This design comes from an exercise in tuning for small area, a short achievable clock period and few clock cycles on the open sky130 flow, not from production work. In this exercise RTL edits were held to simulation tests only and were not proved equivalent to the original.

## flow/design.v (module list and top-level ports; edited modules follow where they fit)
// module pm_rom: 114 lines
// module pm_map: 226 lines
// module pm_dsteps: 23 lines
// module pm_r4steps: 29 lines
// module pitch_mapper: 528 lines
module pitch_mapper (
    input  wire        clk,
    input  wire        rst,
    input  wire        cmd_valid,
    output wire        cmd_ready,
    input  wire [63:0] cmd_data,
    output reg         rsp_valid,
    input  wire        rsp_ready,
    output wire [63:0] rsp_data,
    output wire [95:0] freq_out,     
    output reg  [2:0]  freq_set,
    output wire [47:0] duty_out,     
    output reg  [2:0]  duty_set
);
  // ...
==> flow/run.sh <==
#!/bin/bash
# synth_recipe.tcl (not shown) runs the flow's synth.tcl, then flattens the netlist and writes it again
# the make line also repeats each setting of config.mk as NAME=value (left out here)
make -C /OpenROAD-flow-scripts/flow DESIGN_CONFIG=/design/flow/config.mk WORK_HOME=/design/flow/orfs CLKGATE_MAP_FILE= SYNTH_SCRIPT=/design/flow/synth_recipe.tcl finish
==> flow/config.mk <==
export PLATFORM = sky130hd
export DESIGN_NAME = pitch_mapper
export DESIGN_NICKNAME = pitch_mapper
export VERILOG_FILES = /design/flow/design.v
export SDC_FILE = /design/flow/constraint.sdc
export NUM_CORES = 4
export LEC_CHECK = 0
export CAP_MARGIN = 20
export CORE_MARGIN = 2
export CORE_UTILIZATION = 40
export SLEW_MARGIN = 20
==> flow/constraint.sdc <==
create_clock -name core_clock -period 20.0 [get_ports {clk}]
set_input_delay 4.0000 -clock core_clock [delete_from_list [all_inputs] [get_ports {clk}]]
set_output_delay 4.0000 -clock core_clock [all_outputs]
set_load 0.01 [all_outputs]
==> metrics.md, run 1 <==
| Metric | Value |
|---|---|
| Outcome | complete, no violations |
| CTS root buffer | clkbuf_16 |
| Count of final setup violators | 0 |
| Die width | ~500 um |
| Post-CTS Setup Bufs | 0 |
| Largest family of logic cells by synthesized area | adder cells |
| Non-filler cells, final | 14900 |
| Hold Crit Class | register to register |
| M3 GR Usage | 0.0638 |
| Routed wl met3 | about 36000 um |
| CP max stage delay | 0.63 ns |
| Synth top area share | 0.194 |
| Starting density of the core | 0.402 |
| Post-synth EDFFs | ~630 |
| Largest net degree at the start of global routing | roughly 130 |
| Most used cell, CP | a21oi_1 |
| Final Skew | approximately 0.081 ns |
| Multi-In Gates | between 8000 and 9000 |
| Initial DRC Count | roughly 10000 |
| N_diodes | 23 |
| Sequential cell area | ~25000 sq um |
| Hold path cells | 2 |
| Final worst-path cycle share | 0.730 |
| Synth-to-Final Area Change | 11.3% |
| Io pins | about 280 |
| Top Metal Used | met5 |
| Setup CP Type | register to register |
| Non-Clock Inverter Count | between 1000 and 1500 |
Testbench counts, summed over its fixed seeds: cycles 23,582.
==> module pitch_mapper, before the edit <==
module pitch_mapper (
    input  wire        clk,
    input  wire        rst,
    input  wire        cmd_valid,
    output wire        cmd_ready,
    input  wire [63:0] cmd_data,
    output reg         rsp_valid,
    input  wire        rsp_ready,
    output wire [63:0] rsp_data,
    output wire [95:0] freq_out,     
    output reg  [2:0]  freq_set,
    output wire [47:0] duty_out,     
    output reg  [2:0]  duty_set
);
    localparam K0 = 2;
    localparam K1 = 2;
    localparam NE = 3;
    localparam SE = 2 * K0 + 2 * K1 * NE;
    localparam KI = 3;
    localparam NI = 4;
    localparam SI = 2 * KI * NI;
    localparam [5:0] OP_MAPQ = 6'h01, OP_MAPI = 6'h02, OP_ENVQ  = 6'h04,
                     OP_TICK = 6'h08, OP_SETP = 6'h10, OP_APPLY = 6'h11,
                     OP_RDPS = 6'h12, OP_RDPA = 6'h13, OP_RDCH  = 6'h20,
                     OP_RDCAL = 6'h21, OP_RDNOTE = 6'h22;
    localparam [1:0] ST_OK = 2'd0, ST_ILLEGAL = 2'd1, ST_BAD_CH = 2'd2, ST_BAD_IDX = 2'd3;
    localparam [2:0] PH_IDLE = 3'd0, PH_ATTACK = 3'd1, PH_DECAY = 3'd2,
                     PH_SUSTAIN = 3'd3, PH_RELEASE = 3'd4;
    localparam [15:0] GATE_TH = 16'd983;
    localparam [1:0] S_IDLE = 2'd0, S_DEC = 2'd1, S_RUN = 2'd2, S_RSP = 2'd3;
    reg [1:0] state;
    reg [2:0]  gate, offv, fvalid;
    reg [31:0] ts    [0:2];
    reg [31:0] freq  [0:2];
    reg [15:0] dutyr [0:2];
    reg [15:0] stg_ml, stg_dc, stg_at, stg_de, stg_su, stg_re;
    reg        stg_sm;
    reg [15:0] act_ml, act_dc, act_at, act_de, act_su, act_re;
    reg        act_sm;
    assign freq_out = {freq[2], freq[1], freq[0]};
    assign duty_out = {dutyr[2], dutyr[1], dutyr[0]};
    assign cmd_ready = !rst && (state == S_IDLE);
    wire [5:0]  in_op = cmd_data[63:58];
    wire [1:0]  in_ch = cmd_data[57:56];
    reg  [31:0] in_ts;
    reg         in_gate;
    always @* begin
        case (in_ch)
            2'd0:    begin in_ts = ts[0]; in_gate = gate[0]; end
            2'd1:    begin in_ts = ts[1]; in_gate = gate[1]; end
            2'd2:    begin in_ts = ts[2]; in_gate = gate[2]; end
            default: begin in_ts = 32'd0; in_gate = 1'b0;   end
        endcase
    end
    wire in_tick  = (in_op == OP_TICK);
    wire in_gopen = cmd_data[47:32] >= GATE_TH;
    wire in_rise  = in_tick & in_gopen & ~in_gate;
    wire in_fall  = in_tick & ~in_gopen & in_gate;
    wire [31:0] in_e = (in_rise | in_fall) ? 32'd0 : (cmd_data[31:0] - in_ts);
    reg [63:0] cmd_q;
    reg        a_gopen, a_rise, a_fall;
    reg [31:0] a_e;                  
    wire [5:0]  op  = cmd_q[63:58];
    wire [1:0]  ch  = cmd_q[57:56];
    wire [2:0]  sel = cmd_q[55:53];
    wire [4:0]  idx = cmd_q[52:48];
    wire [15:0] v   = cmd_q[47:32];
    wire [31:0] t   = cmd_q[31:0];
    wire nz_ch  = ch  != 2'd0;
    wire nz_sel = sel != 3'd0;
    wire nz_idx = idx != 5'd0;
    wire nz_v   = v   != 16'd0;
    wire nz_t   = t   != 32'd0;
    reg illegal;
    always @* begin
        case (op)
            OP_MAPQ, OP_MAPI: illegal = nz_sel | nz_idx | nz_t;
            OP_ENVQ:          illegal = nz_sel | nz_idx | nz_v;
            OP_TICK:          illegal = nz_sel | nz_idx;
            OP_SETP:          illegal = nz_ch | nz_idx | nz_t | (sel == 3'd7) |
                                        ((sel == 3'd2) && (v > 16'd1));
            OP_APPLY:         illegal = nz_ch | nz_sel | nz_idx | nz_v | nz_t;
            OP_RDPS, OP_RDPA: illegal = nz_ch | nz_idx | nz_v | nz_t | (sel == 3'd7);
            OP_RDCH:          illegal = nz_idx | nz_v | nz_t | (sel >= 3'd5);
            OP_RDCAL:         illegal = nz_sel | nz_v | nz_t;
            OP_RDNOTE:        illegal = nz_ch | nz_sel | nz_v | nz_t;
            default:          illegal = 1'b1;
        endcase
    end
    wire uses_ch = (op == OP_MAPQ) | (op == OP_MAPI) | (op == OP_ENVQ) |
                   (op == OP_TICK) | (op == OP_RDCH) | (op == OP_RDCAL);
    wire bad_ch  = uses_ch && (ch == 2'd3);
    wire bad_idx = ((op == OP_RDCAL) | (op == OP_RDNOTE)) && (idx >= 5'd24);
    wire [1:0] status = illegal ? ST_ILLEGAL :
                        bad_ch  ? ST_BAD_CH  :
                        bad_idx ? ST_BAD_IDX : ST_OK;
    wire is_tick = (op == OP_TICK);
    wire is_map  = (op == OP_MAPQ) | (op == OP_MAPI);
    wire is_envq = (op == OP_ENVQ);
    wire is_rd   = (op == OP_RDPS) | (op == OP_RDPA) | (op == OP_RDCH) |
                   (op == OP_RDCAL) | (op == OP_RDNOTE);
    wire [15:0] cal_val;
    wire [31:0] note_val;
    pm_rom u_rom (
        .cal_ch  (ch),
        .cal_idx (idx),
        .cal_val (cal_val),
        .note_idx(idx),
        .note_val(note_val)
    );
    wire [4:0]  m_best;
    wire [15:0] m_cal;
    wire [9:0]  m_hz;
    wire        m_bnd, m_neg_up, m_neg_dn;
    wire [12:0] m_den_up, m_den_dn;
    wire [5:0]  m_k_up, m_k_dn;
    pm_map u_map (
        .ch    (ch),
        .v     (v),
        .best  (m_best),
        .cal   (m_cal),
        .hz    (m_hz),
        .bnd   (m_bnd),
        .den_up(m_den_up),
        .neg_up(m_neg_up),
        .k_up  (m_k_up),
        .den_dn(m_den_dn),
        .neg_dn(m_neg_dn),
        .k_dn  (m_k_dn)
    );
    wire        g_now  = gate[ch];
    wire        go     = is_tick ? a_gopen : g_now;             
    wire        offv_n = a_fall | (~a_rise & offv[ch]);
    wire [31:0] ts_n   = (a_rise | a_fall) ? t : ts[ch];
    wire [31:0] e      = a_e;
    wire        e_hi0   = (e[31:16] == 16'd0);
    wire        e_lt_at = e_hi0 && (e[15:0] < act_at);
    wire [16:0] at_de   = {1'b0, act_at} + {1'b0, act_de};
    wire        e_lt_ad = (e[31:17] == 15'd0) && (e[16:0] < at_de);
    wire        e_lt_re = e_hi0 && (e[15:0] < act_re);
    wire [15:0] re_e    = act_re - e[15:0];
    reg [2:0]  ph_n;
    reg [15:0] ma_n, mb_n, y_n;
    always @* begin
        if (go) begin
            if (e_lt_at) begin
                ph_n = PH_ATTACK;  ma_n = act_ml; mb_n = e[15:0]; y_n = act_at;
            end else if (e_lt_ad) begin
                ph_n = PH_DECAY;   ma_n = act_ml; mb_n = 16'd1;   y_n = act_de;
            end else begin
                ph_n = PH_SUSTAIN; ma_n = act_su; mb_n = 16'd1;   y_n = 16'd1;
            end
        end else if (offv_n && e_lt_re) begin
            ph_n = PH_RELEASE; ma_n = act_su; mb_n = re_e;    y_n = act_re;
        end else begin
            ph_n = PH_IDLE;    ma_n = 16'd0;  mb_n = 16'd0;   y_n = 16'd1;
        end
    end
    wire env_zero = (ph_n != PH_DECAY) && (ma_n == 16'd0 || mb_n == 16'd0);
    wire [22:0] dq_n  = {y_n, 7'd0} - {6'd0, y_n, 1'b0} - {7'd0, y_n};
    wire [24:0] dq3_n = {1'b0, y_n, 8'd0} + {2'b00, y_n, 7'd0} - {6'd0, y_n, 3'd0} - {9'd0, y_n};
    wire        interp  = (op == OP_MAPI) || (is_tick && act_sm);
    wire        up      = v > m_cal;
    wire [15:0] dv_abs  = up ? (v - m_cal) : (m_cal - v);
    wire [12:0] den_sel = up ? m_den_up : m_den_dn;
    wire        neg_sel = up ? m_neg_up : m_neg_dn;
    wire [5:0]  k_sel   = up ? m_k_up : m_k_dn;
    wire        map_on  = is_map || (is_tick && go);            
    wire        int_go  = map_on && interp && !m_bnd && (den_sel != 13'd0);
    wire        deg_n   = map_on && interp && !m_bnd && (den_sel == 13'd0);
    wire        bnd_n   = map_on && interp && m_bnd;
    localparam [2:0] ES_OFF = 3'd0, ES_MUL = 3'd1, ES_MUL2 = 3'd2, ES_DIV0 = 3'd3,
                     ES_DIV = 3'd4, ES_DMUL = 3'd5, ES_DDIV = 3'd6, ES_DONE = 3'd7;
    reg [2:0]  es;
    reg [32:0] xr;                   
    reg [22:0] dq;                   
    reg [24:0] dq3;                  
    reg [22:0] er;                   
    reg [SE-1:0] eqn;                
    reg [1:0]  ecnt;
    reg [15:0] amp;
    reg [15:0] duty_r;
    reg [15:0] mul_a, mul_b;
    always @* begin
        if (state == S_DEC) begin
            mul_a = ma_n;   mul_b = mb_n;
        end else begin
            case (es)
                ES_MUL:  begin mul_a = act_ml; mul_b = at_de[15:0] - e[15:0]; end    
                ES_MUL2: begin mul_a = act_su; mul_b = e[15:0] - act_at;      end    
                default: begin mul_a = amp;    mul_b = act_dc;                end
            endcase
        end
    end
    wire [31:0] mul_p = mul_a * mul_b;
    wire [48:0] n_full  = {xr, 16'd0} - {16'd0, xr};
    wire [45:0] n_sh    = n_full[48:3];
    wire        e_clamp = n_sh[45:16] >= {7'd0, dq};
    wire [22:0]     e0_r;
    wire [2*K0-1:0] e0_q;
    pm_r4steps #(.W(23), .K(K0)) u_e0 (
        .r_in (n_sh[SE+22:SE]),
        .nb   (n_sh[SE-1:SE-2*K0]),
        .d    (dq),
        .d3   (dq3),
        .r_out(e0_r),
        .q    (e0_q)
    );
    wire [22:0]     e1_r;
    wire [2*K1-1:0] e1_q;
    pm_r4steps #(.W(23), .K(K1)) u_e1 (
        .r_in (er),
        .nb   (eqn[SE-1:SE-2*K1]),
        .d    (dq),
        .d3   (dq3),
        .r_out(e1_r),
        .q    (e1_q)
    );
    wire [SE-1:0] eqn_nx = {eqn[SE-2*K1-1:0], e1_q};
    wire        d_clamp = xr[31:0] >= 32'd65536000;
    wire [53:0] d_mag   = {31'd0, xr[25:3]} * 54'd8589935;
    wire [15:0] duty_w  = d_clamp ? 16'hFFFF : d_mag[45:30];
    reg [2:0]  es_nx;
    reg [15:0] amp_nx, duty_nx;
    reg        env_fin;
    always @* begin
        es_nx   = es;
        amp_nx  = amp;
        duty_nx = duty_r;
        env_fin = 1'b0;
        case (es)
            ES_MUL:  es_nx = ES_MUL2;
            ES_MUL2: es_nx = ES_DIV0;
            ES_DIV0: begin
                if (e_clamp) begin
                    amp_nx = 16'hFFFF;
                    if (is_tick) es_nx = ES_DMUL;
                    else begin es_nx = ES_DONE; env_fin = 1'b1; end
                end else begin
                    es_nx = ES_DIV;
                end
            end
            ES_DIV: begin
                if (ecnt == NE - 1) begin
                    amp_nx = eqn_nx[15:0];
                    if (is_tick && eqn_nx[15:0] != 16'd0) es_nx = ES_DMUL;
                    else begin duty_nx = 16'd0; es_nx = ES_DONE; env_fin = 1'b1; end
                end
            end
            ES_DMUL: es_nx = ES_DDIV;
            ES_DDIV: begin duty_nx = duty_w; es_nx = ES_DONE; env_fin = 1'b1; end
            default: ;
        endcase
    end
    localparam [2:0] IS_OFF = 3'd0, IS_MUL = 3'd1, IS_DIV = 3'd2, IS_SAT = 3'd3, IS_DONE = 3'd4;
    reg [2:0]  is;
    reg [9:0]  c_hz;
    reg        c_neg;
    reg [12:0] c_den;
    reg [14:0] c_den3;
    reg [5:0]  c_k;
    reg [10:0] c_dv;
    reg [12:0] ir;
    reg [33:0] iqn;                  
    reg [1:0]  icnt;
    reg        fsat;
    wire [16:0] i_m = c_dv * c_k;    
    wire [12:0]     i1_r;
    wire [2*KI-1:0] i1_q;
    pm_r4steps #(.W(13), .K(KI)) u_i1 (
        .r_in (ir),
        .nb   (iqn[SI-1:SI-2*KI]),
        .d    (c_den),
        .d3   (c_den3),
        .r_out(i1_r),
        .q    (i1_q)
    );
    wire [34:0] i_note = {9'd0, c_hz, 16'd0};
    wire [34:0] i_r    = c_neg ? (i_note - {1'b0, iqn}) : (i_note + {1'b0, iqn});
    wire        i_lo   = i_r[34];                        
    wire        i_hi   = ~i_r[34] & (i_r[33:32] != 2'd0);
    wire [31:0] i_sat  = i_lo ? 32'd0 : i_hi ? 32'hFFFFFFFF : i_r[31:0];
    reg [2:0]  is_nx;
    reg [31:0] mapf_nx;
    reg        fsat_nx, int_fin;
    always @* begin
        is_nx   = is;
        mapf_nx = iqn[31:0];
        fsat_nx = fsat;
        int_fin = 1'b0;
        case (is)
            IS_MUL: is_nx = (c_den == 13'd1) ? IS_SAT : IS_DIV;
            IS_DIV: if (icnt == NI - 1) is_nx = IS_SAT;
            IS_SAT: begin
                mapf_nx = i_sat;
                fsat_nx = i_lo | i_hi;
                is_nx   = IS_DONE;
                int_fin = 1'b1;
            end
            default: ;
        endcase
    end
    wire env_ok = (es == ES_OFF) || (es == ES_DONE) || env_fin;
    wire int_ok = (is == IS_OFF) || (is == IS_DONE) || int_fin;
    wire finish = (state == S_RUN) && env_ok && int_ok;
    wire env_work = (is_tick || is_envq) && !env_zero;
    wire dec_done = (status != ST_OK) || !(env_work || int_go);
    reg [1:0]  r_st;
    reg [2:0]  r_ph;
    reg        r_deg, r_sat, r_bnd, r_fall, r_rise, r_gt;
    reg [4:0]  r_idx;
    reg [3:0]  r_sel;                
    reg [31:0] rd_data;
    always @* begin
        rd_data = 32'd0;
        case (op)
            OP_RDPS: case (sel)
                3'd0: rd_data = {16'd0, stg_ml};
                3'd1: rd_data = {16'd0, stg_dc};
                3'd2: rd_data = {31'd0, stg_sm};
                3'd3: rd_data = {16'd0, stg_at};
                3'd4: rd_data = {16'd0, stg_de};
                3'd5: rd_data = {16'd0, stg_su};
                3'd6: rd_data = {16'd0, stg_re};
                default: ;
            endcase
            OP_RDPA: case (sel)
                3'd0: rd_data = {16'd0, act_ml};
                3'd1: rd_data = {16'd0, act_dc};
                3'd2: rd_data = {31'd0, act_sm};
                3'd3: rd_data = {16'd0, act_at};
                3'd4: rd_data = {16'd0, act_de};
                3'd5: rd_data = {16'd0, act_su};
                3'd6: rd_data = {16'd0, act_re};
                default: ;
            endcase
            OP_RDCH: case (sel)
                3'd0: rd_data = {28'd0, fvalid[ch], offv[ch], gate[ch], gate[ch]};
                3'd1: rd_data = gate[ch] ? ts[ch] : 32'd0;
                3'd2: rd_data = offv[ch] ? ts[ch] : 32'd0;
                3'd3: rd_data = freq[ch];
                3'd4: rd_data = {16'd0, dutyr[ch]};
                default: ;
            endcase
            OP_RDCAL:  rd_data = {16'd0, cal_val};
            OP_RDNOTE: rd_data = note_val;
            default: ;
        endcase
    end
    wire [31:0] rsp_d = ({32{r_sel[0]}} & rd_data) |
                        ({32{r_sel[1]}} & {amp, dutyr[ch]}) |
                        ({32{r_sel[2]}} & {16'd0, amp}) |
                        ({32{r_sel[3]}} & iqn[31:0]);
    assign rsp_data = {op, ch, r_st, r_ph, r_deg, r_sat, r_bnd, r_fall, r_rise, r_gt,
                       r_idx, 8'd0, rsp_d};
    wire commit = (state == S_DEC && dec_done) || finish;
    wire [15:0] duty_c = (state == S_DEC) ? 16'd0 : duty_nx;
    wire [31:0] mapf_c = (state == S_DEC) ? {6'd0, m_hz, 16'd0} : mapf_nx;
    integer k;
    always @(posedge clk) begin
        if (state == S_IDLE) begin
            cmd_q   <= cmd_data;
            a_gopen <= in_gopen;
            a_rise  <= in_rise;
            a_fall  <= in_fall;
            a_e     <= in_e;
        end
        if (state == S_DEC) begin
            xr     <= {1'b0, mul_p};
            dq     <= dq_n;
            dq3    <= dq3_n;
            amp    <= 16'd0;
            duty_r <= 16'd0;
            c_hz   <= m_hz;
            c_neg  <= neg_sel;
            c_den  <= den_sel;
            c_k    <= k_sel;
            c_dv   <= dv_abs[10:0];
            iqn    <= {8'd0, m_hz, 16'd0};
            fsat   <= 1'b0;
        end else begin
            case (es)
                ES_MUL:  xr <= {1'b0, mul_p};
                ES_MUL2: xr <= xr + {1'b0, mul_p};
                ES_DIV0: begin
                    er   <= e0_r;
                    eqn  <= {n_sh[SE-2*K0-1:0], e0_q};
                    ecnt <= 2'd0;
                end
                ES_DIV: begin
                    er   <= e1_r;
                    eqn  <= eqn_nx;
                    ecnt <= ecnt + 2'd1;
                end
                ES_DMUL: xr <= {1'b0, mul_p};
                default: ;
            endcase
            amp    <= amp_nx;
            duty_r <= duty_nx;
            case (is)
                IS_MUL: begin
                    c_den3 <= {2'b00, c_den} + {1'b0, c_den, 1'b0};
                    ir     <= {4'd0, i_m[16:SI-16]};
                    iqn    <= (c_den == 13'd1) ? {1'b0, i_m, 16'd0} : {10'd0, i_m[SI-17:0], 16'd0};
                    icnt   <= 2'd0;
                end
                IS_DIV: begin
                    ir   <= i1_r;
                    iqn  <= {10'd0, iqn[SI-2*KI-1:0], i1_q};
                    icnt <= icnt + 2'd1;
                end
                IS_SAT: iqn <= {2'd0, i_sat};
                default: ;
            endcase
            fsat <= fsat_nx;
        end
        if (rst) begin
            state     <= S_IDLE;
            rsp_valid <= 1'b0;
            freq_set  <= 3'd0;
            duty_set  <= 3'd0;
            gate      <= 3'd0;
            offv      <= 3'd0;
            fvalid    <= 3'd0;
            es        <= ES_OFF;
            is        <= IS_OFF;
            for (k = 0; k < 3; k = k + 1) begin
                ts[k]    <= 32'd0;
                freq[k]  <= 32'd0;
                dutyr[k] <= 16'd0;
            end
            stg_ml <= 16'd300; stg_dc <= 16'd300; stg_sm <= 1'b0; stg_at <= 16'd0;
            stg_de <= 16'd400; stg_su <= 16'd200; stg_re <= 16'd400;
            act_ml <= 16'd300; act_dc <= 16'd300; act_sm <= 1'b0; act_at <= 16'd1;
            act_de <= 16'd400; act_su <= 16'd200; act_re <= 16'd400;
        end else begin
            freq_set <= 3'd0;
            duty_set <= 3'd0;
            es <= es_nx;
            is <= is_nx;
            case (state)
                S_IDLE: if (cmd_valid) state <= S_DEC;
                S_DEC: begin
                    es <= ES_OFF;
                    is <= IS_OFF;
                    r_st   <= status;
                    r_ph   <= 3'd0;
                    r_deg  <= 1'b0;
                    r_sat  <= 1'b0;
                    r_bnd  <= 1'b0;
                    r_fall <= 1'b0;
                    r_rise <= 1'b0;
                    r_gt   <= 1'b0;
                    r_idx  <= 5'd0;
                    r_sel  <= 4'd0;
                    if (status == ST_OK) begin
                        if (is_tick || is_envq) begin
                            r_ph <= ph_n;
                            if (!env_zero) es <= (ph_n == PH_DECAY) ? ES_MUL : ES_DIV0;
                        end
                        if (int_go) is <= IS_MUL;
                        if (map_on) begin
                            r_deg <= deg_n;
                            r_bnd <= bnd_n;
                            r_idx <= m_best;
                        end
                        if (is_tick) begin
                            r_fall <= a_fall;
                            r_rise <= a_rise;
                            r_gt   <= go;
                        end
                        if (is_rd && ((op == OP_RDCAL) || (op == OP_RDNOTE))) r_idx <= idx;
                        r_sel <= {is_map, is_envq, is_tick, is_rd};
                        case (op)
                            OP_SETP: begin
                                case (sel)
                                    3'd0: stg_ml <= v;
                                    3'd1: stg_dc <= v;
                                    3'd2: stg_sm <= v[0];
                                    3'd3: stg_at <= v;
                                    3'd4: stg_de <= v;
                                    3'd5: stg_su <= v;
                                    3'd6: stg_re <= v;
                                    default: ;
                                endcase
                            end
                            OP_APPLY: begin
                                act_ml <= stg_ml;
                                act_dc <= stg_dc;
                                act_sm <= stg_sm;
                                act_su <= stg_su;
                                act_at <= (stg_at == 16'd0) ? 16'd1 : stg_at;
                                act_de <= (stg_de == 16'd0) ? 16'd1 : stg_de;
                                act_re <= (stg_re == 16'd0) ? 16'd1 : stg_re;
                            end
                            default: ;
                        endcase
                    end
                    state <= dec_done ? S_RSP : S_RUN;
                end
                S_RUN: if (finish) begin
                    r_sat <= fsat_nx;
                    state <= S_RSP;
                end
                S_RSP: begin
                    if (rsp_ready) state <= S_IDLE;
                end
                default: state <= S_IDLE;
            endcase
            if (commit) begin
                rsp_valid <= 1'b1;
                if (is_tick && status == ST_OK) begin
                    gate[ch]     <= go;
                    offv[ch]     <= offv_n;
                    ts[ch]       <= ts_n;
                    dutyr[ch]    <= duty_c;
                    duty_set[ch] <= 1'b1;
                    if (go) begin
                        freq[ch]     <= mapf_c;
                        fvalid[ch]   <= 1'b1;
                        freq_set[ch] <= 1'b1;
                    end
                end
            end
            if (state == S_RSP && rsp_ready) rsp_valid <= 1'b0;
        end
    end
endmodule
==> run 2: changes to the inputs <==
--- a/flow/design.v
+++ b/flow/design.v
@@ -391,4 +391,83 @@
     assign r_out = r[K];
 endmodule
+module pm_mul (
+    input  wire [15:0] a,
+    input  wire [15:0] b,
+    input  wire [32:0] c,
+    output wire [32:0] p
+);
+    wire [32:0] r [0:16];
+    genvar i;
+    generate
+        for (i = 0; i < 16; i = i + 1) begin : pp
+            assign r[i] = b[i] ? ({17'd0, a} << i) : 33'd0;
+        end
+    endgenerate
+    assign r[16] = c;
+    function [65:0] csa;
+        input [32:0] x, y, z;
+        csa = {((x & y) | (x & z) | (y & z)) << 1, x ^ y ^ z};
+    endfunction
+    wire [32:0] a0, b0, a1, b1, a2, b2, a3, b3, a4, b4;
+    assign {b0, a0} = csa(r[0], r[1], r[2]);
+    assign {b1, a1} = csa(r[3], r[4], r[5]);
+    assign {b2, a2} = csa(r[6], r[7], r[8]);
+    assign {b3, a3} = csa(r[9], r[10], r[11]);
+    assign {b4, a4} = csa(r[12], r[13], r[14]);
+    wire [32:0] c0, d0, c1, d1, c2, d2, c3, d3;
+    assign {d0, c0} = csa(a0, b0, a1);
+    assign {d1, c1} = csa(b1, a2, b2);
+    assign {d2, c2} = csa(a3, b3, a4);
+    assign {d3, c3} = csa(b4, r[15], r[16]);
+    wire [32:0] e0, f0, e1, f1;
+    assign {f0, e0} = csa(c0, d0, c1);
+    assign {f1, e1} = csa(d1, c2, d2);
+    wire [32:0] g0, h0, g1, h1;
+    assign {h0, g0} = csa(e0, f0, e1);
+    assign {h1, g1} = csa(f1, c3, d3);
+    wire [32:0] i0, j0;
+    assign {j0, i0} = csa(g0, h0, g1);
+    wire [32:0] k0, l0;
+    assign {l0, k0} = csa(i0, j0, h1);
+    assign p = k0 + l0;
+endmodule
+module pm_div125 (
+    input  wire [22:0] n,
+    output wire [15:0] q
+);
+    localparam [23:0] M = 24'd8589935;
+    wire [53:0] r [0:10];
+    genvar i;
+    generate
+        assign r[0]  = {31'd0, n};
+        assign r[1]  = {31'd0, n} << 1;
+        assign r[2]  = {31'd0, n} << 2;
+        assign r[3]  = {31'd0, n} << 3;
+        assign r[4]  = {31'd0, n} << 5;
+        assign r[5]  = {31'd0, n} << 6;
+        assign r[6]  = {31'd0, n} << 9;
+        assign r[7]  = {31'd0, n} << 12;
+        assign r[8]  = {31'd0, n} << 16;
+        assign r[9]  = {31'd0, n} << 17;
+        assign r[10] = {31'd0, n} << 23;
+    endgenerate
+    function [107:0] csa;
+        input [53:0] x, y, z;
+        csa = {((x & y) | (x & z) | (y & z)) << 1, x ^ y ^ z};
+    endfunction
+    wire [53:0] a0, b0, a1, b1, a2, b2, c0, d0, c1, d1, e0, f0, g0, h0, k0, l0;
+    assign {b0, a0} = csa(r[0], r[1], r[2]);
+    assign {b1, a1} = csa(r[3], r[4], r[5]);
+    assign {b2, a2} = csa(r[6], r[7], r[8]);
+    assign {d0, c0} = csa(a0, b0, a1);
+    assign {d1, c1} = csa(b1, a2, b2);
+    assign {f0, e0} = csa(c0, d0, c1);
+    assign {h0, g0} = csa(d1, r[9], r[10]);
+    assign {l0, k0} = csa(e0, f0, g0);
+    wire [53:0] m0, n0;
+    assign {n0, m0} = csa(k0, l0, h0);
+    wire [53:0] s = m0 + n0;
+    assign q = s[45:30];
+endmodule
 module pitch_mapper (
     input  wire        clk,
@@ -405,7 +484,7 @@
     output reg  [2:0]  duty_set
 );
-    localparam K0 = 2;
+    localparam K0 = 1;
     localparam K1 = 2;
-    localparam NE = 3;
+    localparam NE = 4;
     localparam SE = 2 * K0 + 2 * K1 * NE;
     localparam KI = 3;
@@ -430,4 +509,5 @@
     reg [15:0] act_ml, act_dc, act_at, act_de, act_su, act_re;
     reg        act_sm;
+    reg [16:0] act_atde;             
     assign freq_out = {freq[2], freq[1], freq[0]};
     assign duty_out = {dutyr[2], dutyr[1], dutyr[0]};
@@ -449,8 +529,10 @@
     wire in_rise  = in_tick & in_gopen & ~in_gate;
     wire in_fall  = in_tick & ~in_gopen & in_gate;
-    wire [31:0] in_e = (in_rise | in_fall) ? 32'd0 : (cmd_data[31:0] - in_ts);
+    wire [15:0] in_e16  = (in_rise | in_fall) ? 16'd0 : (cmd_data[15:0] - in_ts[15:0]);
+    wire [15:0] in_re_e = (in_rise | in_fall) ? act_re : (act_re + in_ts[15:0] - cmd_data[15:0]);
     reg [63:0] cmd_q;
     reg        a_gopen, a_rise, a_fall;
-    reg [31:0] a_e;                  
+    reg [15:0] a_e16;                
+    reg [15:0] a_re_e;               
     wire [5:0]  op  = cmd_q[63:58];
     wire [1:0]  ch  = cmd_q[57:56];
@@ -525,11 +607,11 @@
     wire        offv_n = a_fall | (~a_rise & offv[ch]);
     wire [31:0] ts_n   = (a_rise | a_fall) ? t : ts[ch];
-    wire [31:0] e      = a_e;
+    wire [31:0] e      = (a_rise | a_fall) ? 32'd0 : (t - ts[ch]);
     wire        e_hi0   = (e[31:16] == 16'd0);
     wire        e_lt_at = e_hi0 && (e[15:0] < act_at);
-    wire [16:0] at_de   = {1'b0, act_at} + {1'b0, act_de};
+    wire [16:0] at_de   = act_atde;
     wire        e_lt_ad = (e[31:17] == 15'd0) && (e[16:0] < at_de);
     wire        e_lt_re = e_hi0 && (e[15:0] < act_re);
-    wire [15:0] re_e    = act_re - e[15:0];
+    wire [15:0] re_e    = a_re_e;
     reg [2:0]  ph_n;
     reg [15:0] ma_n, mb_n, y_n;
@@ -550,6 +632,12 @@
     end
     wire env_zero = (ph_n != PH_DECAY) && (ma_n == 16'd0 || mb_n == 16'd0);
-    wire [22:0] dq_n  = {y_n, 7'd0} - {6'd0, y_n, 1'b0} - {7'd0, y_n};
-    wire [24:0] dq3_n = {1'b0, y_n, 8'd0} + {2'b00, y_n, 7'd0} - {6'd0, y_n, 3'd0} - {9'd0, y_n};
+    reg  [15:0] y_s;
+    always @* begin
+        if (state == S_DEC)        y_s = go ? act_at : act_re;
+        else if (es == ES_MUL)     y_s = act_de;
+        else                       y_s = 16'd1;
+    end
+    wire [22:0] dq_n  = {y_s, 7'd0} - {6'd0, y_s, 1'b0} - {7'd0, y_s};
+    wire [24:0] dq3_n = {1'b0, y_s, 8'd0} + {2'b00, y_s, 7'd0} - {6'd0, y_s, 3'd0} - {9'd0, y_s};
     wire        interp  = (op == OP_MAPI) || (is_tick && act_sm);
     wire        up      = v > m_cal;
@@ -562,7 +650,8 @@
     wire        deg_n   = map_on && interp && !m_bnd && (den_sel == 13'd0);
     wire        bnd_n   = map_on && interp && m_bnd;
-    localparam [2:0] ES_OFF = 3'd0, ES_MUL = 3'd1, ES_MUL2 = 3'd2, ES_DIV0 = 3'd3,
-                     ES_DIV = 3'd4, ES_DMUL = 3'd5, ES_DDIV = 3'd6, ES_DONE = 3'd7;
-    reg [2:0]  es;
+    localparam [3:0] ES_OFF = 4'd0, ES_MUL = 4'd1, ES_MUL2 = 4'd2, ES_DIV0 = 4'd3,
+                     ES_DIV = 4'd4, ES_DMUL = 4'd5, ES_DDIV = 4'd6, ES_DONE = 4'd7,
+                     ES_FIX = 4'd8;
+    reg [3:0]  es;
     reg [32:0] xr;                   
     reg [22:0] dq;                   
@@ -573,17 +662,22 @@
     reg [15:0] amp;
     reg [15:0] duty_r;
+    reg [15:0] dsub;                 
+    reg        eclamp;               
     reg [15:0] mul_a, mul_b;
     always @* begin
         if (state == S_DEC) begin
-            mul_a = ma_n;   mul_b = mb_n;
+            mul_a = go ? act_ml : act_su;
+            mul_b = go ? a_e16 : re_e;
         end else begin
             case (es)
-                ES_MUL:  begin mul_a = act_ml; mul_b = at_de[15:0] - e[15:0]; end    
-                ES_MUL2: begin mul_a = act_su; mul_b = e[15:0] - act_at;      end    
+                ES_MUL:  begin mul_a = act_ml; mul_b = dsub; end     
+                ES_MUL2: begin mul_a = act_su; mul_b = dsub; end     
                 default: begin mul_a = amp;    mul_b = act_dc;                end
             endcase
         end
     end
-    wire [31:0] mul_p = mul_a * mul_b;
+    wire [32:0] mul_c = (state != S_DEC && es == ES_MUL2) ? xr : 33'd0;
+    wire [32:0] mul_p;
+    pm_mul u_mul (.a(mul_a), .b(mul_b), .c(mul_c), .p(mul_p));
     wire [48:0] n_full  = {xr, 16'd0} - {16'd0, xr};
     wire [45:0] n_sh    = n_full[48:3];
@@ -611,7 +705,8 @@
     wire [SE-1:0] eqn_nx = {eqn[SE-2*K1-1:0], e1_q};
     wire        d_clamp = xr[31:0] >= 32'd65536000;
-    wire [53:0] d_mag   = {31'd0, xr[25:3]} * 54'd8589935;
-    wire [15:0] duty_w  = d_clamp ? 16'hFFFF : d_mag[45:30];
-    reg [2:0]  es_nx;
+    wire [15:0] d_mag;
+    pm_div125 u_d125 (.n(xr[25:3]), .q(d_mag));
+    wire [15:0] duty_w  = d_clamp ? 16'hFFFF : d_mag;
+    reg [3:0]  es_nx;
     reg [15:0] amp_nx, duty_nx;
     reg        env_fin;
@@ -624,9 +719,9 @@
             ES_MUL:  es_nx = ES_MUL2;
             ES_MUL2: es_nx = ES_DIV0;
+            ES_FIX:  es_nx = ES_DIV0;
             ES_DIV0: begin
-                if (e_clamp) begin
+                if (e_clamp && is_tick) begin
                     amp_nx = 16'hFFFF;
-                    if (is_tick) es_nx = ES_DMUL;
-                    else begin es_nx = ES_DONE; env_fin = 1'b1; end
+                    es_nx  = ES_DMUL;
                 end else begin
                     es_nx = ES_DIV;
@@ -635,7 +730,7 @@
             ES_DIV: begin
                 if (ecnt == NE - 1) begin
-                    amp_nx = eqn_nx[15:0];
-                    if (is_tick && eqn_nx[15:0] != 16'd0) es_nx = ES_DMUL;
-                    else begin duty_nx = 16'd0; es_nx = ES_DONE; env_fin = 1'b1; end
+                    amp_nx = eclamp ? 16'hFFFF : eqn_nx[15:0];
+                    if (is_tick) es_nx = ES_DMUL;
+                    else begin es_nx = ES_DONE; env_fin = 1'b1; end
                 end
             end
@@ -756,8 +851,10 @@
             a_rise  <= in_rise;
             a_fall  <= in_fall;
-            a_e     <= in_e;
+            a_e16   <= in_e16;
+            a_re_e  <= in_re_e;
         end
         if (state == S_DEC) begin
-            xr     <= {1'b0, mul_p};
+            xr     <= (ph_n == PH_SUSTAIN) ? {17'd0, act_su} : mul_p;
+            dsub   <= at_de[15:0] - a_e16;
             dq     <= dq_n;
             dq3    <= dq3_n;
@@ -773,7 +870,9 @@
         end else begin
             case (es)
-                ES_MUL:  xr <= {1'b0, mul_p};
-                ES_MUL2: xr <= xr + {1'b0, mul_p};
+                ES_MUL:  begin xr <= mul_p; dsub <= a_e16 - act_at; dq <= dq_n; dq3 <= dq3_n; end
+                ES_FIX:  begin dq <= dq_n; dq3 <= dq3_n; end
+                ES_MUL2: xr <= mul_p;
                 ES_DIV0: begin
+                    eclamp <= e_clamp;
                     er   <= e0_r;
                     eqn  <= {n_sh[SE-2*K0-1:0], e0_q};
@@ -785,5 +884,5 @@
                     ecnt <= ecnt + 2'd1;
                 end
-                ES_DMUL: xr <= {1'b0, mul_p};
+                ES_DMUL: xr <= mul_p;
                 default: ;
             endcase
@@ -826,4 +925,5 @@
             act_ml <= 16'd300; act_dc <= 16'd300; act_sm <= 1'b0; act_at <= 16'd1;
             act_de <= 16'd400; act_su <= 16'd200; act_re <= 16'd400;
+            act_atde <= 17'd401;
         end else begin
             freq_set <= 3'd0;
@@ -849,5 +949,6 @@
                         if (is_tick || is_envq) begin
                             r_ph <= ph_n;
-                            if (!env_zero) es <= (ph_n == PH_DECAY) ? ES_MUL : ES_DIV0;
+                            if (!env_zero) es <= (ph_n == PH_DECAY) ? ES_MUL :
+                                                 (ph_n == PH_SUSTAIN) ? ES_FIX : ES_DIV0;
                         end
                         if (int_go) is <= IS_MUL;
@@ -885,4 +986,6 @@
                                 act_de <= (stg_de == 16'd0) ? 16'd1 : stg_de;
                                 act_re <= (stg_re == 16'd0) ? 16'd1 : stg_re;
+                                act_atde <= {1'b0, (stg_at == 16'd0) ? 16'd1 : stg_at} +
+                                            {1'b0, (stg_de == 16'd0) ? 16'd1 : stg_de};
                             end
                             default: ;
==> run 2 against run 1 <==
  * Sequential share of layout area rose by 1.9 points
  * Flip-flop and latch count up 37
  * Routed wire length decreased by 3.7%
  * Via count shrank 5.3%
  * Setup slack better by 3.8 ns
  * Register-to-register slack improved by 3.8 ns
  * Highest routed layer unchanged
  * Critical path depth down 26
  * Non-clock buffer count fell by 15
  * Synthesized cell count down 5.0%
==> metrics.md, run 2 <==
| Metric | Value |
|---|---|
| Top Registers | freq: 128 flops, ts: 128 flops (unchanged) |
| Fillers | 22500 (was 23900) |
| CTS root buffer | clkbuf_16 (unchanged) |
| Synth-to-Final Area Change | 11.6% (was 11.3%) |
| Minimum clock period | 10.79 ns (was 14.60 ns) |
| Least-Margin Pin Slew | 1.38 ns (was 1.24 ns) |
| CP max stage cell | a21oi_1 (was a2111oi_0) |
| Async set-or-reset flop fraction in the synthesized netlist | 0 (unchanged) |
| Most common cell after layout, fill and taps aside | nor2_1 (was nand2_1) |
| Post-synth EDFFs | 653 (was 633) |
| Count of final setup violators | 0 (unchanged) |
| Io pins | 284 (unchanged) |
| GRT Overall Usage | 0.324 (was 0.319) |
| RSZ-0062 raised after global routing | false (unchanged) |
| Setup CP Type | register to register (unchanged) |
| Critical path endpoint category | register (unchanged) |
| CP top delay family | compound AO/OA/AOI/OAI gates (unchanged) |
| Ys Warns | 7 (was 4) |
| Routed Wire Length | 395000 um (was 410000 um) |
| Final hold slack | 0.433 ns (was 0.442 ns) |
| ANT nets after route | 0 (unchanged) |
| Reg clk slew, reported paths | 0.08 ns (was 0.06 ns) |
| Count leader, synth | nor2_1 (was nand2_1) |
| Hold Vio Cnt, Final | 0 (unchanged) |
| CTS HTree Levels | 3 (unchanged) |
| Top Metal Used | met5 (unchanged) |
| Post_cts resized | 0 (unchanged) |
| Placed Area | 100000 sq um (was 105000 sq um) |
| Proportion of synthesized chip area in sequential cells | 0.278 (was 0.256) |
| Hold path cells | 2 (unchanged) |
| Post-cts hold buffer count | 0 (unchanged) |
| Commonest non-fill, non-tap cells in the layout | 1138 x nor2_1, 1137 x nand2_1, 1087 x inv_1 (was 1280 x nand2_1, 1096 x ha_1, 1039 x inv_1) |
| Post-route cell area | 104000 sq um (was 109000 sq um) |
| Reg2reg setup slack | 9.21 ns (was 5.40 ns) |
| CP Launch Type | register (unchanged) |
| Setup Slack @ Placement | 9.42 ns (was 5.59 ns) |
| Most used cell, CP | o21ai_0 (was a21oi_1) |
| Met2 WL | 171000 um (was 180000 um) |
| Slew Viols, Final | 0 (unchanged) |
| Synth top area share | 0.210 (was 0.194) |
| Nets | 12400 (was 13200) |
| Die H | 487 um (was 498 um) |
| Setup TNS Final | 0 ns (unchanged) |
| R2R depth | 32 (was 58) |
| Die width | 487 um (was 498 um) |
| Ys flop type | edfxtp_1 (unchanged) |
| Initial antenna violation count | 35 (was 23) |
| Final worst-path cycle share | 0.540 (was 0.730) |
| Register bit total from synthesis | 971 (was 934) |
| Avg Cell Area, Syn | 8.66 sq um (was 8.61 sq um) |
| CTS max path bufs | 3 (unchanged) |
| Yosys top cell by area | edfxtp_1 (unchanged) |
| Reg-to-Reg Start | dq[1]$_DFFE_PP_ (was act_at[0]$_SDFFE_PP1P_) |
| Hold Crit Class | register to register (unchanged) |
| Slew margin rel. | 0.0724 (was 0.162) |
| Hold Path Sink | act_ml[9]$_SDFFE_PP0P_ (was act_ml[14]$_SDFFE_PP0P_) |
| Routed WL per cell | 27.9 um (was 27.5 um) |
| Detailed-router iteration count before antenna repair | 12 (was 10) |
| Hpwl dp | 314000 um (was 326000 um) |
| CTS tree | built (unchanged) |
| Worst Path Arrival | 11.27 ns (was 15.15 ns) |
| Final Skew | 0.105 ns (was 0.0808 ns) |
| CTS Sinks | 971 (was 934) |
| Outcome | complete, no violations (unchanged) |
| Area of the multi-input gates | 61900 sq um (was 67400 sq um) |
| Max-cap violations | 0 (unchanged) |
| CP Max Fanout | 33 (was 17) |
| Capturing point of the worst reg2reg path | er[3]$_DFFE_PP_ (was xr[30]$_DFFE_PP_) |
| CP max stage delay | 0.92 ns (was 0.63 ns) |
| Top cells by area, synth | edfxtp_1 21%, ha_1 12%, fa_1 11% (was edfxtp_1 19%, ha_1 14%, fa_1 9.1%) |
| CP required | 20.47 ns (was 20.55 ns) |
| Starting density of the core | 0.402 (about the same) |
| Die ar. | 237000 sq um (was 248000 sq um) |
| Sequential cell area | 26000 sq um (was 25000 sq um) |
| Critical path buffers and inverters | 3 (was 4) |
| GPL Wtd Cong | 1.02 (was 1.00) |
| Largest net degree at the start of global routing | 81 (was 131) |
| # rows | 177 (was 181) |
| Vias in the first global route | 82900 (was 87400) |
| Top cells by count, synth | 1143 x nor2_1, 1139 x nand2_1, 1091 x inv_1 (was 1282 x nand2_1, 1098 x ha_1, 1042 x inv_1) |
| Share of cells above drive strength 1 | 0.0587 (was 0.0616) |
| Buffers on Ports | 275 (unchanged) |
| Routed wl met3 | 36900 um (was 35900 um) |
| DRC viols | 0 (unchanged) |
| Initial DRC Count | 9207 (was 10400) |
| Core area | 232000 sq um (was 243000 sq um) |
| Via-to-Cell Ratio | 6.05 (was 6.06) |
| Post-synthesis instance total | 10800 (was 11400) |
| Post-Route M1 WL | 160000 um (was 172000 um) |
| First-pass GRT wire length | 570000 um (was 595000 um) |
| Synth cell types | 105 (was 125) |
| Fmax | 0.0927 GHz (was 0.0685 GHz) |
| Hold Crit Start | stg_ml[9]$_SDFFE_PP0P_ (was stg_ml[14]$_SDFFE_PP0P_) |
| Final critical-path setup slack | 9.21 ns (was 5.40 ns) |
| Vias | 85400 (was 90300) |
| Post-CTS Setup Bufs | 0 (unchanged) |
| Clk Latency, worst-skew pair | 0.81 ns (about the same) |
| CTS buffer count | 110 (was 109) |
| Remaining Overflow, GRT | 0 (unchanged) |
| Mapped cell area | 93400 sq um (was 97800 sq um) |
## run 2: cell count changes after synthesis, moves of 38 or more
cell / delta
o21a_1: -38
fa_1: +50
a21oi_1: -105
inv_1: +49
a22oi_1: +64
nor3_1: -57
nand2_1: -143
nor2_1: +172
ha_1: -219
and2_1: -60
## run 2: per-layer routing
| layer | up-vias | track usage |
|---|---|---|
| li1 | 38300 | - |
| met1 | 42000 | 0.420 |
| met2 | 4220 | 0.491 |
| met3 | 857 | 0.0740 |
| met4 | 22 | 0.193 |
| met5 | - | 0 |
## run 2: cell families after synthesis
logic type,count (synthesis),synth area share
buffers and inverters,1601,0.0659
flip-flops,971,0.278
AND/OR/NAND/NOR,3465,0.168
adder cells (fa/ha/maj),1377,0.224
multiplexers,250,0.0382
AO/OA/AOI/OAI,2673,0.184
other,1,0.0000401
XOR/XNOR,446,0.0418
## run 2: stage by stage
stage                     std cells   util
final                         14100  0.449
after global routing          14100  0.449
after CTS                     14100  0.448
after detailed placement      13900  0.431
after global placement        13900  0.431
after floorplan               10900      -
## run 2: worst min-delay path: cells and delay by family, from the launching register on
family | cells | cell delay [ns]
AOI/OAI and AO/OA | 1 | 0.06
DFF | 1 | 0.32
and+or+nand+nor | 1 | 0.06
## run 2: final cells by class
class | count | share of cell area
Antenna cell | 16 | 0.000384
Multi-Input combinational cell | 8299 | 0.594
Inverter | 1102 | 0.0397
Clock inverter | 60 | 0.00759
Clock buffer | 145 | 0.0300
Timing Repair Buffer | 495 | 0.0430
Tap cell | 3043 | 0.0365
Sequential cell | 971 | 0.249
## run 2: how the worst max path moves through the flow
stage                                startpoint                to  slack, ns  depth (start not counted)
after floorplan           state[1]$_SDFFE_PP0P_  xr[32]$_DFFE_PP_      10.88                         33
after global placement          dq[1]$_DFFE_PP_   er[3]$_DFFE_PP_       9.66                         32
after detailed placement        dq[1]$_DFFE_PP_   er[8]$_DFFE_PP_       9.42                         32
after CTS                       dq[1]$_DFFE_PP_   er[3]$_DFFE_PP_       9.39                         32
after global routing            dq[1]$_DFFE_PP_  er[21]$_DFFE_PP_       8.49                         33
final                           dq[1]$_DFFE_PP_   er[3]$_DFFE_PP_       9.21                         32
Testbench counts of run 2, summed over its fixed seeds: cycles 25,714.
==> module pm_r4steps, before the edit <==
module pm_r4steps #(
    parameter W = 23,                
    parameter K = 2                  
) (
    input  wire [W-1:0]   r_in,
    input  wire [2*K-1:0] nb,
    input  wire [W-1:0]   d,
    input  wire [W+1:0]   d3,        
    output wire [W-1:0]   r_out,
    output wire [2*K-1:0] q
);
    wire [W-1:0] r [0:K];
    assign r[0] = r_in;
    genvar i;
    generate
        for (i = 0; i < K; i = i + 1) begin : st
            wire [W+1:0] x  = {r[i], nb[2*K-1-2*i -: 2]};
            wire [W+2:0] s1 = {1'b0, x} - {3'b000, d};
            wire [W+2:0] s2 = {1'b0, x} - {2'b00, d, 1'b0};
            wire [W+2:0] s3 = {1'b0, x} - {1'b0, d3};
            wire g1 = ~s1[W+2];
            wire g2 = ~s2[W+2];
            wire g3 = ~s3[W+2];
            assign q[2*K-1-2*i -: 2] = g3 ? 2'd3 : g2 ? 2'd2 : g1 ? 2'd1 : 2'd0;
            assign r[i+1] = g3 ? s3[W-1:0] : g2 ? s2[W-1:0] : g1 ? s1[W-1:0] : x[W-1:0];
        end
    endgenerate
    assign r_out = r[K];
endmodule
==> run 3: changes to the inputs <==
--- a/flow/design.v
+++ b/flow/design.v
@@ -371,4 +371,5 @@
     input  wire [W+1:0]   d3,        
     output wire [W-1:0]   r_out,
+    output wire [W-1:0]   r_one,     
     output wire [2*K-1:0] q
 );
@@ -390,4 +391,5 @@
     endgenerate
     assign r_out = r[K];
+    assign r_one = r[1];
 endmodule
 module pm_mul (
@@ -436,36 +438,27 @@
     output wire [15:0] q
 );
-    localparam [23:0] M = 24'd8589935;
-    wire [53:0] r [0:10];
-    genvar i;
-    generate
-        assign r[0]  = {31'd0, n};
-        assign r[1]  = {31'd0, n} << 1;
-        assign r[2]  = {31'd0, n} << 2;
-        assign r[3]  = {31'd0, n} << 3;
-        assign r[4]  = {31'd0, n} << 5;
-        assign r[5]  = {31'd0, n} << 6;
-        assign r[6]  = {31'd0, n} << 9;
-        assign r[7]  = {31'd0, n} << 12;
-        assign r[8]  = {31'd0, n} << 16;
-        assign r[9]  = {31'd0, n} << 17;
-        assign r[10] = {31'd0, n} << 23;
-    endgenerate
+    wire [53:0] x = {31'd0, n};
+    wire [53:0] r0 = ~x;
+    wire [53:0] r1 = ~(x << 4);
+    wire [53:0] r2 = ~(x << 16);
+    wire [53:0] r3 = x << 7;
+    wire [53:0] r4 = x << 9;
+    wire [53:0] r5 = x << 12;
+    wire [53:0] r6 = x << 18;
+    wire [53:0] r7 = x << 23;
+    wire [53:0] r8 = 54'd3;
     function [107:0] csa;
-        input [53:0] x, y, z;
-        csa = {((x & y) | (x & z) | (y & z)) << 1, x ^ y ^ z};
+        input [53:0] a, b, c;
+        csa = {((a & b) | (a & c) | (b & c)) << 1, a ^ b ^ c};
     endfunction
-    wire [53:0] a0, b0, a1, b1, a2, b2, c0, d0, c1, d1, e0, f0, g0, h0, k0, l0;
-    assign {b0, a0} = csa(r[0], r[1], r[2]);
-    assign {b1, a1} = csa(r[3], r[4], r[5]);
-    assign {b2, a2} = csa(r[6], r[7], r[8]);
+    wire [53:0] a0, b0, a1, b1, a2, b2, c0, d0, c1, d1, e0, f0, g0, h0;
+    assign {b0, a0} = csa(r0, r1, r2);
+    assign {b1, a1} = csa(r3, r4, r5);
+    assign {b2, a2} = csa(r6, r7, r8);
     assign {d0, c0} = csa(a0, b0, a1);
     assign {d1, c1} = csa(b1, a2, b2);
     assign {f0, e0} = csa(c0, d0, c1);
-    assign {h0, g0} = csa(d1, r[9], r[10]);
-    assign {l0, k0} = csa(e0, f0, g0);
-    wire [53:0] m0, n0;
-    assign {n0, m0} = csa(k0, l0, h0);
-    wire [53:0] s = m0 + n0;
+    assign {h0, g0} = csa(e0, f0, d1);
+    wire [53:0] s = g0 + h0;
     assign q = s[45:30];
 endmodule
@@ -484,8 +477,6 @@
     output reg  [2:0]  duty_set
 );
-    localparam K0 = 1;
-    localparam K1 = 2;
     localparam NE = 4;
-    localparam SE = 2 * K0 + 2 * K1 * NE;
+    localparam SE = 16;
     localparam KI = 3;
     localparam NI = 4;
@@ -664,18 +655,25 @@
     reg [15:0] dsub;                 
     reg        eclamp;               
+    reg [17:0] dlt;                  
+    reg m_dec, m_mul, m_mul2, m_div0, m_divn;
+    reg a_go;                        
     reg [15:0] mul_a, mul_b;
     always @* begin
-        if (state == S_DEC) begin
-            mul_a = go ? act_ml : act_su;
-            mul_b = go ? a_e16 : re_e;
+        if (m_dec) begin
+            mul_a = a_go ? act_ml : act_su;
+            mul_b = a_go ? a_e16 : re_e;
+        end else if (m_mul) begin
+            mul_a = act_ml; mul_b = dsub;                        
+        end else if (m_mul2) begin
+            mul_a = act_su; mul_b = dsub;                        
+        end else if (m_div0) begin
+            mul_a = act_dc; mul_b = {14'd0, eqn[1:0]};
+        end else if (m_divn) begin
+            mul_a = act_dc; mul_b = {12'd0, eqn[3:0]};
         end else begin
-            case (es)
-                ES_MUL:  begin mul_a = act_ml; mul_b = dsub; end     
-                ES_MUL2: begin mul_a = act_su; mul_b = dsub; end     
-                default: begin mul_a = amp;    mul_b = act_dc;                end
-            endcase
+            mul_a = act_dc; mul_b = 16'h3FFF;
         end
     end
-    wire [32:0] mul_c = (state != S_DEC && es == ES_MUL2) ? xr : 33'd0;
+    wire [32:0] mul_c = m_mul2 ? xr : m_divn ? {xr[28:0], 4'd0} : 33'd0;
     wire [32:0] mul_p;
     pm_mul u_mul (.a(mul_a), .b(mul_b), .c(mul_c), .p(mul_p));
@@ -683,28 +681,35 @@
     wire [45:0] n_sh    = n_full[48:3];
     wire        e_clamp = n_sh[45:16] >= {7'd0, dq};
-    wire [22:0]     e0_r;
-    wire [2*K0-1:0] e0_q;
-    pm_r4steps #(.W(23), .K(K0)) u_e0 (
+    wire [22:0] e0_r, e0_r1;
+    wire [1:0]  e0_q;
+    pm_r4steps #(.W(23), .K(1)) u_e0 (
         .r_in (n_sh[SE+22:SE]),
-        .nb   (n_sh[SE-1:SE-2*K0]),
+        .nb   (n_sh[SE-1:SE-2]),
         .d    (dq),
         .d3   (dq3),
         .r_out(e0_r),
+        .r_one(e0_r1),
         .q    (e0_q)
     );
-    wire [22:0]     e1_r;
-    wire [2*K1-1:0] e1_q;
-    pm_r4steps #(.W(23), .K(K1)) u_e1 (
+    wire [22:0] e1_r, e1_r1;
+    wire [3:0]  e1_q;
+    pm_r4steps #(.W(23), .K(2)) u_e1 (
         .r_in (er),
-        .nb   (eqn[SE-1:SE-2*K1]),
+        .nb   (eqn[SE-1:SE-4]),
         .d    (dq),
         .d3   (dq3),
         .r_out(e1_r),
+        .r_one(e1_r1),
         .q    (e1_q)
     );
-    wire [SE-1:0] eqn_nx = {eqn[SE-2*K1-1:0], e1_q};
-    wire        d_clamp = xr[31:0] >= 32'd65536000;
+    wire          e_last = (ecnt == NE - 1);
+    wire [SE-1:0] eqn_nx = e_last ? {eqn[SE-3:0], e1_q[3:2]} : {eqn[SE-5:0], e1_q};
+    wire [32:0] dc33 = {17'd0, act_dc};
+    wire [1:0]  lq    = (es == ES_DMUL) ? 2'b11 : e1_q[3:2];
+    wire [17:0] dlt_n = (lq[1] ? {1'b0, act_dc, 1'b0} : 18'd0) + (lq[0] ? {2'b00, act_dc} : 18'd0);
+    wire [32:0] pr   = {xr[30:0], 2'd0} + {15'd0, dlt};
+    wire        d_clamp = pr[31:0] >= 32'd65536000;
     wire [15:0] d_mag;
-    pm_div125 u_d125 (.n(xr[25:3]), .q(d_mag));
+    pm_div125 u_d125 (.n(pr[25:3]), .q(d_mag));
     wire [15:0] duty_w  = d_clamp ? 16'hFFFF : d_mag;
     reg [3:0]  es_nx;
@@ -731,5 +736,5 @@
                 if (ecnt == NE - 1) begin
                     amp_nx = eclamp ? 16'hFFFF : eqn_nx[15:0];
-                    if (is_tick) es_nx = ES_DMUL;
+                    if (is_tick) es_nx = ES_DDIV;
                     else begin es_nx = ES_DONE; env_fin = 1'b1; end
                 end
@@ -846,5 +851,12 @@
     integer k;
     always @(posedge clk) begin
+        m_dec  <= (state == S_IDLE) && cmd_valid;
+        m_mul  <= (state == S_DEC) && (status == ST_OK) && (is_tick || is_envq) && !env_zero &&
+                  (ph_n == PH_DECAY);
+        m_mul2 <= (state != S_DEC) && (es == ES_MUL);
+        m_div0 <= (state != S_DEC) && (es == ES_DIV0) && !(e_clamp && is_tick);
+        m_divn <= (state != S_DEC) && (es == ES_DIV) && (ecnt != NE - 1);
         if (state == S_IDLE) begin
+            a_go    <= in_tick ? in_gopen : in_gate;
             cmd_q   <= cmd_data;
             a_gopen <= in_gopen;
@@ -876,13 +888,15 @@
                     eclamp <= e_clamp;
                     er   <= e0_r;
-                    eqn  <= {n_sh[SE-2*K0-1:0], e0_q};
+                    eqn  <= {n_sh[SE-3:0], e0_q};
                     ecnt <= 2'd0;
                 end
                 ES_DIV: begin
-                    er   <= e1_r;
+                    er   <= e_last ? e1_r1 : e1_r;
                     eqn  <= eqn_nx;
+                    xr   <= mul_p;
+                    dlt  <= dlt_n;
                     ecnt <= ecnt + 2'd1;
                 end
-                ES_DMUL: xr <= mul_p;
+                ES_DMUL: begin xr <= mul_p; dlt <= dlt_n; end
                 default: ;
             endcase
==> run 3 against run 2 <==
  * Critical endpoint is now dutyr[2][15]$_SDFFCE_PN0P_
  * Final cell count grew 2.5%
  * Global-route usage increased by 0.28 points
  * Design area increased by 2.2%
  * Routed wire length increased by 3.6%
  * Still clean on timing, DRC and antenna
  * Die area is 2.4% higher
==> metrics.md, run 3 <==
| Metric | Value |
|---|---|
| Outcome | complete, no violations (unchanged) |
| Mux contribution to synthesized area | 0.0385 (was 0.0382) |
| Die width | 493 um (was 487 um) |
| Async set-or-reset flop fraction in the synthesized netlist | 0 (unchanged) |
| Largest family of logic cells by synthesized area | adder cells (unchanged) |
| ANT nets after route | 0 (unchanged) |
| Die H | 493 um (was 487 um) |
| Post-cts hold buffer count | 0 (unchanged) |
| CTS Sinks | 991 (was 971) |
| Proportion of synthesized chip area in sequential cells | 0.277 (was 0.278) |
| Top Registers | freq: 128 flops, ts: 128 flops (unchanged) |
| Final worst-path cycle share | 0.568 (was 0.540) |
| Most used cell, CP | fa_1 (was o21ai_0) |
| GRT Overall Usage | 0.327 (was 0.324) |
| Commonest non-fill, non-tap cells in the layout | 1108 x inv_1, 1055 x nand2_1, 1041 x nor2_1 (was 1138 x nor2_1, 1137 x nand2_1, 1087 x inv_1) |
| CTS root buffer | clkbuf_16 (unchanged) |
| Post-synthesis instance total | 11000 (was 10800) |
| Vias in the first global route | 85800 (was 82900) |
| Hpwl dp | 323000 um (was 314000 um) |
| CP required | 20.49 ns (was 20.47 ns) |
| Via-to-Cell Ratio | 6.07 (was 6.05) |
| Avg Cell Area, Syn | 8.69 sq um (was 8.66 sq um) |
| Synth Area in Compound Gates | 0.187 (was 0.184) |
| Post_cts resized | 0 (unchanged) |
| CP Max Fanout | 7 (was 33) |
| Post-CTS Setup Bufs | 0 (unchanged) |
| Clk Latency, worst-skew pair | 0.89 ns (was 0.81 ns) |
| Fmax | 0.0880 GHz (was 0.0927 GHz) |
| Xor/xnor cell area share of the yosys netlist | 0.0417 (was 0.0418) |
| Hold Vio Cnt, Final | 0 (unchanged) |
| CP max stage cell | a2111oi_0 (was a21oi_1) |
| Share of cells above drive strength 1 | 0.0678 (was 0.0587) |
| Ys Warns | 7 (unchanged) |
| Buffers on Ports | 275 (unchanged) |
| Setup TNS Final | 0 ns (unchanged) |
| Slew margin rel. | 0.121 (was 0.0724) |
| RSZ-0062 raised after global routing | false (unchanged) |
| Top cells by count, synth | 1112 x inv_1, 1056 x nand2_1, 1050 x nor2_1 (was 1143 x nor2_1, 1139 x nand2_1, 1091 x inv_1) |
| Placed Area | 103000 sq um (was 100000 sq um) |
| Reg2reg setup slack | 8.63 ns (was 9.21 ns) |
| Minimum clock period | 11.37 ns (was 10.79 ns) |
| CTS buffer count | 113 (was 110) |
| Io pins | 284 (unchanged) |
| CTS max path bufs | 3 (unchanged) |
| CP top delay family | compound AO/OA/AOI/OAI gates (unchanged) |
| Yosys top cell by area | edfxtp_1 (unchanged) |
| Mapped cell area | 95700 sq um (was 93400 sq um) |
| GPL Wtd Cong | 1.02 (about the same) |
| Critical path endpoint category | register (unchanged) |
| Die ar. | 243000 sq um (was 237000 sq um) |
| CP Launch Type | register (unchanged) |
| Max-cap violations | 0 (unchanged) |
| Nets | 12600 (was 12400) |
| Synth cell types | 125 (was 105) |
| Post-synth EDFFs | 668 (was 653) |
| Remaining Overflow, GRT | 0 (unchanged) |
| Post-Synth Adder-Cell Area | 0.214 (was 0.224) |
| First-pass GRT wire length | 588000 um (was 570000 um) |
| Vias | 87900 (was 85400) |
| Final Skew | 0.138 ns (was 0.105 ns) |
| Ys flop type | edfxtp_1 (unchanged) |
| Detailed-router iteration count before antenna repair | 10 (was 12) |
| Least-Margin Pin Slew | 1.31 ns (was 1.38 ns) |
| Slew Viols, Final | 0 (unchanged) |
| Synth Area in Simple Gates | 0.174 (was 0.168) |
| Synth-to-Final Area Change | 11.4% (was 11.6%) |
| # rows | 179 (was 177) |
| Top cells by area, synth | edfxtp_1 21%, ha_1 12%, fa_1 9.2% (was edfxtp_1 21%, ha_1 12%, fa_1 11%) |
| Register bit total from synthesis | 991 (was 971) |
| CTS HTree Levels | 3 (unchanged) |
| Hold Crit Class | register to register (unchanged) |
| Setup CP Type | register to register (unchanged) |
| Post-route cell area | 107000 sq um (was 104000 sq um) |
| CTS tree | built (unchanged) |
| Starting density of the core | 0.402 (about the same) |
| Reg clk slew, reported paths | 0.06 ns (was 0.08 ns) |
| Count of final setup violators | 0 (unchanged) |
| CP max stage delay | 0.64 ns (was 0.92 ns) |
| Most common cell after layout, fill and taps aside | inv_1 (was nor2_1) |
| Largest net degree at the start of global routing | 91 (was 81) |
| Routed WL per cell | 28.3 um (was 27.9 um) |
| Initial DRC Count | 9923 (was 9207) |
| Critical path buffers and inverters | 5 (was 3) |
| Synth top area share | 0.210 (about the same) |
| DRC viols | 0 (unchanged) |
| Initial antenna violation count | 29 (was 35) |
| Core area | 238000 sq um (was 232000 sq um) |
| Routed Wire Length | 409000 um (was 395000 um) |
| Worst Path Arrival | 11.86 ns (was 11.27 ns) |
| Count leader, synth | inv_1 (was nor2_1) |
==> run 3: cell families (layout without fill, tap and decap cells) <==
logic type               count (synthesis)  after routing
other                                    1            103
AO/OA/AOI/OAI                         2754           2754
XOR/XNOR                               455            455
AND/OR/NAND/NOR                       3540           3540
multiplexers                           263            263
adder cells (fa/ha/maj)               1374           1374
flip-flops                             991            991
buffers and inverters                 1634           1836
==> run 3: through the flow <==
stage / utilization / std cells / setup WS (ns) / hold WS [ns]
2_1_floorplan: - / 11100 / 10.82 / 0.426
3_3_place_gp: 0.431 / 14200 / 8.67 / 0.436
3_5_place_dp: 0.431 / 14300 / 8.74 / 0.441
4_1_cts: 0.447 / 14500 / 8.64 / 0.462
5_1_grt: 0.448 / 14500 / 7.82 / 0.486
6_report: 0.448 / 14500 / 8.63 / 0.463
==> run 3: metal layers <==
layer | global-route usage | wire length [um]
met5 | 0 | 124
met1 | 0.420 | 164000
met3 | 0.0789 | 40300
met4 | 0.160 | 23100
met2 | 0.513 | 181000
==> run 3: final timing paths <==
| kind | start | cells past startpoint | end |
|---|---|---|---|
| worst max-delay path | xr[0]$_DFFE_PP_ | 39 | dutyr[2][15]$_SDFFCE_PN0P_ |
| worst max register to register | xr[0]$_DFFE_PP_ | 39 | dutyr[2][15]$_SDFFCE_PN0P_ |
| worst min register to register | offv[1]$_SDFFE_PP0N_ | 1 | offv[1]$_SDFFE_PP0N_ |
| worst min-delay path | offv[1]$_SDFFE_PP0N_ | 1 | offv[1]$_SDFFE_PP0N_ |
==> run 3: layout make-up <==
cell class	count	area, sq um
Antenna cell	15	37.5
Clock buffer	142	3040
Clock inverter	73	866
Fill cell	23200	131000
Inverter	1120	4210
Multi-Input combinational cell	8474	63400
Sequential cell	991	26500
Tap cell	3167	3960
Timing Repair Buffer	501	4470
==> run 3: worst register-to-register path, delay by kind of cell (launching register included) <==
| kind | cells | cell delay [ns] |
|---|---|---|
| AOI/OAI and AO/OA | 19 | 5.24 |
| xor gates and xnor gates | 2 | 0.76 |
| and+or+nand+nor | 6 | 0.91 |
| DFF | 1 | 0.49 |
| adders and majority gates | 7 | 3.06 |
| buffers and inverters | 5 | 0.67 |
Testbench counts of run 3, summed over its fixed seeds: cycles 23,676.

-- re-timing with driven ports --
How much do the figures lean on ideal ports? The routed layouts below were timed once more, with nothing changed but the port constraints. Step 1 (the two cells are an assumption about what drives the block):
set clk [get_ports {clk}]
set_driving_cell -lib_cell sky130_fd_sc_hd__clkbuf_16 $clk
set_driving_cell -lib_cell sky130_fd_sc_hd__buf_2 [delete_from_list [all_inputs] $clk]
Step 2 adds t to the input delays and takes it off the output delays; t is the mean of the earliest and latest rising clock arrival at the registers after step 1. Input paths then give back, and output paths get back, about the clock's delay inside the block. Slacks: no drivers / after step 1 / after step 2; pairs: no drivers / after step 1.
| run | t (ns) | setup slack, ns | latest minus earliest clock arrival (ns) | worst register clock-pin slew, ns |
|---|---|---|---|---|
| run 1 | 0.879 | 5.402 / 5.402 / 5.402 | 0.080 / 0.081 | 0.07 / 0.07 |
| run 2 | 0.856 | 9.207 / 9.207 / 9.207 | 0.110 / 0.110 | 0.08 / 0.08 |
| run 3 | 0.914 | 8.631 / 8.631 / 8.631 | 0.139 / 0.139 | 0.07 / 0.07 |
After both steps every run listed still meets setup and hold.
